What follows belongs to an exercise in optimizing a design on an open flow for small area, a short achievable clock period and few clock cycles per item; a production flow would make more cautious choices.
Where RTL was checked, it was by simulation tests only, not by an equivalence proof against the original.
No activity file was given, so power comes from the tool's default toggle rates.

==> 08-22: inputs <==
==> flow/design.v (excerpt) <==
module wiegand_26_parity_unit (
    input  wire         clk,
    input  wire         rst,
    input  wire         req_valid,
    output wire         req_ready,
    input  wire [28:0]  req_iw,
    input  wire [4:0]   req_txt_len,
    input  wire [247:0] req_txt,
    output wire         resp_valid,
    input  wire         resp_ready,
    output wire [2:0]   resp_status,
    output wire [25:0]  resp_res,
    output wire [1:0]   resp_warn,
    output wire [207:0] resp_bin_txt,
    output wire [47:0]  resp_hex_txt
);
clock: 6.0 ns
lec_check: 0
cap_margin: 20
core_margin: 2
core_utilization: 35
setup_slack_margin: 2.5
slew_margin: 20
standard.sh (not shown) runs the stock make flow with config.mk's settings and CLKGATE_MAP_FILE= SYNTH_SCRIPT=/design/flow/synth_recipe.tcl, a recipe that flattens the netlist after the stock synthesis.
==> flow/flow/run.sh <==
#!/bin/bash
# The standard layout (standard.sh), with two changes to how it is made:
# - the port buffers are sky130_fd_sc_hd__buf_2 cells (the resizer may then
#   size them within the buf footprint) instead of the delay buffers that
#   buffer_ports picks by default;
# - synthesis leaves adders to ABC (no ADDER_MAP_FILE), so that they are
#   mapped with the rest of the logic rather than into fa/ha cells.
# make's full output goes to standard_flow.log here; the ORFS step logs are
# under orfs/logs.
set -euo pipefail
export BUFFER_PORTS_ARGS="-buffer_cell sky130_fd_sc_hd__buf_2"
bash standard.sh ADDER_MAP_FILE= finish > standard_flow.log 2>&1
==> 09-23: changes against 08-22 <==
--- a/flow/design.v
+++ b/flow/design.v
@@ -177,17 +177,16 @@
             st_n = ST_OK;
             ok_n = 1'b1;
         end
     end
     reg [2:0]  st_q;
     reg [25:0] res_q;
     reg [1:0]  w_q;
     reg [7:0]  x_q;
-    reg [2:0]  y_q;
     reg        ok_q, rend_q, b26_q, par_q;
     reg [19:0] kd;
     reg        seen_c;
     always @(*) begin
         seen_c = 1'b0;
         for (j = 0; j < 5; j = j + 1) begin
             seen_c = seen_c | (res_q[4*j +: 4] == 4'hC);
             kd[4*j +: 4] = seen_c ? 4'd0 : res_q[4*j +: 4];
@@ -203,73 +202,65 @@
         .fd   (fd),
         .kd   (kd),
         .fac  (fac_bin),
         .s    (card_s),
         .c    (card_c)
     );
     wire [15:0] card_bin;
     add16 u_add (
-        .a (res_q[16:1]),
-        .b ({w_q, x_q, y_q, res_q[25], res_q[0], 1'b0}),
+        .a (card_s),
+        .b (card_c),
         .s (card_bin)
     );
     reg full;     
     reg rv;       
-    reg conv1;    
-    reg conv2;    
+    reg conv;     
     wire is_dec = (op == OP_FROM_DEC) && !illegal;
     always @(posedge clk) begin
         if (rst) begin
-            full  <= 1'b0;
-            rv    <= 1'b0;
-            conv1 <= 1'b0;
-            conv2 <= 1'b0;
+            full <= 1'b0;
+            rv   <= 1'b0;
+            conv <= 1'b0;
         end else if (!full) begin
             if (req_valid) begin
-                full  <= 1'b1;
-                rv    <= !is_dec;
-                conv1 <= is_dec;
+                full <= 1'b1;
+                rv   <= !is_dec;
+                conv <= is_dec;
             end
-        end else if (conv1) begin
-            conv1 <= 1'b0;
-            conv2 <= 1'b1;
-        end else if (conv2) begin
-            conv2 <= 1'b0;
-            rv    <= 1'b1;
+        end else if (conv) begin
+            conv <= 1'b0;
+            rv   <= 1'b1;
         end else if (rv && resp_ready) begin
             full <= 1'b0;
             rv   <= 1'b0;
         end
     end
     always @(posedge clk) begin
         if (!full) begin
             st_q   <= st_n;
             ok_q   <= ok_n;
             res_q  <= res_n;
             w_q    <= w_n;
             x_q    <= x_n;
             rend_q <= (op == OP_RENDER);
             b26_q  <= (op == OP_FROM_BIN26);
             par_q  <= is_text_op;
-        end else if (conv1) begin
+        end else if (conv) begin
             if (!dec_ok) begin
                 st_q <= ST_INVALID;
                 ok_q <= 1'b0;
             end else if (fac_oor) begin
                 st_q <= ST_OOR_FAC;
                 ok_q <= 1'b0;
             end else if (card_oor) begin
                 st_q <= ST_OOR_CARD;
                 ok_q <= 1'b0;
             end
-            res_q[24:1] <= {fac_bin, card_s};
-            {w_q, x_q, y_q, res_q[25], res_q[0]} <= card_c[15:1];
-        end else if (conv2) begin
-            res_q[16:1] <= card_bin;
+            res_q[24:1] <= {fac_bin, card_bin};
         end
     end
     wire par_even, par_odd;
     wiegand_parity u_parity (
         .payload (res_q[24:1]),
         .even    (par_even),
         .odd     (par_odd)
     );
Settings changed: SETUP_SLACK_MARGIN 2.5 to 2.0.
==> notes <==
Against 09-23, the combinational power of 08-22 is smaller by 44%.
Against 09-23, the synthesized area of 08-22 is higher by about 1.5%.
Against 09-23, the clock skew of 08-22 is lower by 0.0015 ns.
Between 09-23 and 08-22, the lower non-clock buffer count is in 09-23 (gap 58).
Synthesized cell count is about the same in 08-22 and 09-23.
Between 08-22 and 09-23, the lower power is in 08-22 (gap 36%, measured against 09-23).
Clock power: 08-22 is larger than 09-23 (14%).
08-22 passed the timing, design-rule and antenna checks. 09-23 finished clean.
Testbench counts of 09-23, summed over its fixed seeds: cycles 5,247, items 2,400.
For 08-22, only the layout was checked, not whether the RTL still works.


==> 03-11: inputs <==
Another version of the RTL of wiegand_26_parity_unit (not shown whole).
clock: 6.0 ns
lec_check: 0
cap_margin: 20
core_margin: 2
core_utilization: 35
setup_slack_margin: 2.5
slew_margin: 20
Scripts as last shown in full above: flow/flow/run.sh
==> 07-07 (differences from 03-11) <==
--- a/flow/design.v
+++ b/flow/design.v
@@ -95,45 +95,37 @@
     wire ok_b26 = (len == 5'd26) && (&c_bin[25:0]);
     wire ok_hex = ((len == 5'd6) && (&c_hex[5:0])) ||
                   (hex_pfx && (req_txt[7:0] == 8'h30) &&
                    ((req_txt[15:8] == 8'h78) || (req_txt[15:8] == 8'h58)) &&
                    (&c_hex[7:2]));
     wire [31:0] c_comma4 = {4'd0, c_comma[30:4]};              
     wire [31:0] card_far = {1'b0, c_nz & (in_len[31:1] >> 4)};  
-    wire [3:0] cm_two_t, fac_hi_t, card_hi_t;
+    wire cm_two, fac_hi, card_hi;
     pair_any #(.STRICT(1)) u_two (           
-        .a    ({1'b0, c_comma}),
-        .b    ({1'b0, c_comma}),
-        .hit  (),
-        .part (cm_two_t)
+        .a   ({1'b0, c_comma}),
+        .b   ({1'b0, c_comma}),
+        .hit (cm_two)
     );
     pair_any #(.STRICT(0)) u_fac_hi (        
-        .a    ({1'b0, c_nz}),
-        .b    (c_comma4),
-        .hit  (),
-        .part (fac_hi_t)
+        .a   ({1'b0, c_nz}),
+        .b   (c_comma4),
+        .hit (fac_hi)
     );
     pair_any #(.STRICT(1)) u_card_hi (       
-        .a    ({1'b0, c_comma}),
-        .b    (card_far),
-        .hit  (),
-        .part (card_hi_t)
+        .a   ({1'b0, c_comma}),
+        .b   (card_far),
+        .hit (card_hi)
     );
-    reg        dec_chars_lo, dec_chars_hi;    
+    reg        dec_chars_ok;
     reg [11:0] fac_d;       
     always @(*) begin
-        dec_chars_lo = 1'b1;
-        dec_chars_hi = 1'b1;
+        dec_chars_ok = 1'b1;
         for (i = 0; i < 31; i = i + 1)
-            if (in_len[i] && !c_dec[i] && !c_comma[i]) begin
-                if (i < 16)
-                    dec_chars_lo = 1'b0;
-                else
-                    dec_chars_hi = 1'b0;
-            end
+            if (in_len[i] && !c_dec[i] && !c_comma[i])
+                dec_chars_ok = 1'b0;
         for (j = 0; j < 3; j = j + 1) begin
             fac_d[4*j +: 4] = 4'd0;
             for (i = 0; i + j + 1 < 31; i = i + 1)
                 fac_d[4*j +: 4] = fac_d[4*j +: 4] | ({4{c_comma[i+j+1]}} & c_vals[4*i +: 4]);
         end
     end
     wire [19:0] card_raw;   
@@ -147,31 +139,30 @@
     always @(*) begin
         seen_c = 1'b0;
         for (j = 0; j < 5; j = j + 1) begin
             seen_c = seen_c | (card_raw[4*j +: 4] == 4'hC);
             card_d[4*j +: 4] = seen_c ? 4'd0 : card_raw[4*j +: 4];
         end
     end
-    wire dec_ok_a = dec_chars_lo && !c_comma[0];
-    wire dec_ok_b = dec_chars_hi &&
-                    (card_raw[3:0] != 4'hC);    
+    wire dec_ok1 = dec_chars_ok && (|c_comma) && !c_comma[0] &&
+                   (card_raw[3:0] != 4'hC);    
     wire cp_even, cp_odd;
     wiegand_parity u_parity_cp (
         .payload (arg[23:0]),
         .even    (cp_even),
         .odd     (cp_odd)
     );
     reg [2:0]  st_n;
     reg [25:0] res_n;
     reg [1:0]  w_n;
-    reg [45:0] x_n;
+    reg [35:0] x_n;
     reg        ok_n;
     always @(*) begin
         w_n = 2'd0;
-        x_n = {dec_ok_a, dec_ok_b, cm_two_t, fac_hi_t, card_hi_t, fac_d, card_d};
+        x_n = {dec_ok1, cm_two, fac_hi, card_hi, fac_d, card_d};
         case (op)
             OP_FROM_BIN24: res_n = {1'b0, pl_b24, 1'b0};
             OP_FROM_BIN26: begin
                 res_n = {1'b0, pl_b26, 1'b0};
                 w_n   = {req_txt[0], req_txt[8*25]};
             end
             OP_FROM_HEX:   res_n = {1'b0, pl_hex, 1'b0};
@@ -195,28 +186,21 @@
             st_n = ST_OK;
             ok_n = 1'b1;
         end
     end
     reg [2:0]  st_q;
     reg [25:0] res_q;
     reg [1:0]  w_q;
-    reg [45:0] x_q;
+    reg [35:0] x_q;
     reg        ok_q, rend_q, b26_q, par_q;
     wire [19:0] kd = x_q[19:0];
     wire [11:0] fd = x_q[31:20];
-    wire [3:0] two_t = x_q[43:40];
-    wire [3:0] fhi_t = x_q[39:36];
-    wire [3:0] khi_t = x_q[35:32];
-    wire cm_any   = two_t[1] || two_t[0];
-    wire cm_two   = two_t[3] || two_t[2] || (two_t[1] && two_t[0]);
-    wire fac_hi   = fhi_t[3] || fhi_t[2] || (fhi_t[1] && fhi_t[0]);
-    wire card_hi  = khi_t[3] || khi_t[2] || (khi_t[1] && khi_t[0]);
-    wire dec_ok   = x_q[45] && x_q[44] && cm_any && !cm_two;
-    wire fac_oor  = fac_hi || (fd > {4'd2, 4'd5, 4'd5});
-    wire card_oor = card_hi || (kd > {4'd6, 4'd5, 4'd5, 4'd3, 4'd5});
+    wire dec_ok   = x_q[35] && !x_q[34];
+    wire fac_oor  = x_q[33] || (fd > {4'd2, 4'd5, 4'd5});
+    wire card_oor = x_q[32] || (kd > {4'd6, 4'd5, 4'd5, 4'd3, 4'd5});
     wire [7:0]  fac_bin;
     wire [15:0] card_s, card_c;
     dec_partial u_partial (
         .fd   (fd),
         .kd   (kd),
         .fac  (fac_bin),
         .s    (card_s),
@@ -302,16 +286,15 @@
     assign resp_hex_txt = done_rend ? fmt_hex : 48'd0;
 endmodule
 module pair_any #(
     parameter STRICT = 1
 ) (
     input  wire [31:0] a,
     input  wire [31:0] b,
-    output wire        hit,
-    output wire [3:0]  part     
+    output wire        hit
 );
     reg [31:0] ha [0:5];
     reg [31:0] hb [0:5];
     reg [31:0] hh [0:5];
     integer l, n;
     always @(*) begin
         ha[0] = a;
@@ -324,16 +307,15 @@
             for (n = 0; n < (16 >> l); n = n + 1) begin
                 ha[l+1][n] = ha[l][2*n] | ha[l][2*n+1];
                 hb[l+1][n] = hb[l][2*n] | hb[l][2*n+1];
                 hh[l+1][n] = hh[l][2*n] | hh[l][2*n+1] | (ha[l][2*n] & hb[l][2*n+1]);
             end
         end
     end
-    assign hit  = hh[5][0];
-    assign part = {hh[4][0], hh[4][1], ha[4][0], hb[4][1]};
+    assign hit = hh[5][0];
 endmodule
 module dec_partial (
     input  wire [11:0] fd,      
     input  wire [19:0] kd,      
     output wire [7:0]  fac,
     output wire [15:0] s,
     output wire [15:0] c
Settings changed: SETUP_SLACK_MARGIN 2.5 to 2.0.
==> run notes <==
Counting tap cells, the placed design contains a total of 3262 instances. The flow ran to the end and the layout has no timing, DRC or antenna violations. The worst-case IR drop observed on VDD is 0.0001899 V. Wire segments on met2 add up to 49.22 mm in the final route. For this run, the post-layout net count is 3013. The number of antenna cells inserted came out at 17. The data required time of the critical path is 6.11 ns.
(the above is from 03-11)
==> run notes <==
The run finished with no timing, DRC or antenna violations. The number of vias per cell after detailed routing came out at 6.736. The worst ir drop on vdd is 0.0001736 V. The number of distinct standard cells referenced by the synthesized netlist came out at 102.

The met2 routed wirelength is 51.13 mm. At the worst endpoint, the required time is 6.28 ns. For this run, the post-layout net count is 2926. The number of placed instances, taps included is 3241.
(the above is from 07-07)
Testbench counts of 03-11, summed over its fixed seeds: cycles 5,247, items 2,400.
Testbench counts of 07-07, summed over its fixed seeds: cycles 5,247, items 2,400.

## port drivers added, routing unchanged
In the flow no input, the clock included, has a driving cell. The finished layouts below were timed again as built, in two steps.
Step 1 (the two cells are an assumption about what drives the block):
set clk [get_ports {clk}]
set_driving_cell -lib_cell sky130_fd_sc_hd__clkbuf_16 $clk
set_driving_cell -lib_cell sky130_fd_sc_hd__buf_2 [delete_from_list [all_inputs] $clk]
Step 2 adds t to the input delays and takes it off the output delays; t is the mean of the earliest and latest rising clock arrival at the registers after step 1. Input paths then give back, and output paths get back, about the clock's delay inside the block.
a / b / c = ideal / step 1 / step 2; a / b = the first two.
run	shift t [ns]	slack for setup (ns)	clock arrival spread, ns	slew at the worst register clock pin (ns)	worst slew at a driven data input, ns
08-22	0.369	2.309 / 2.239 / 1.870	0.016 / 0.016	0.09 / 0.09	0.28
09-23	0.355	1.947 / 1.974 / 1.619	0.017 / 0.017	0.08 / 0.08	0.11
03-11	0.424	2.350 / 2.350 / 2.007	0.024 / 0.025	0.09 / 0.09	0.17
07-07	0.397	1.874 / 1.896 / 1.499	0.008 / 0.008	0.06 / 0.06	0.10
After both steps every run listed still meets setup and hold. The setup slack of 08-22, which loses most, moves by -0.070 ns with the drivers and by -0.439 ns with both steps.
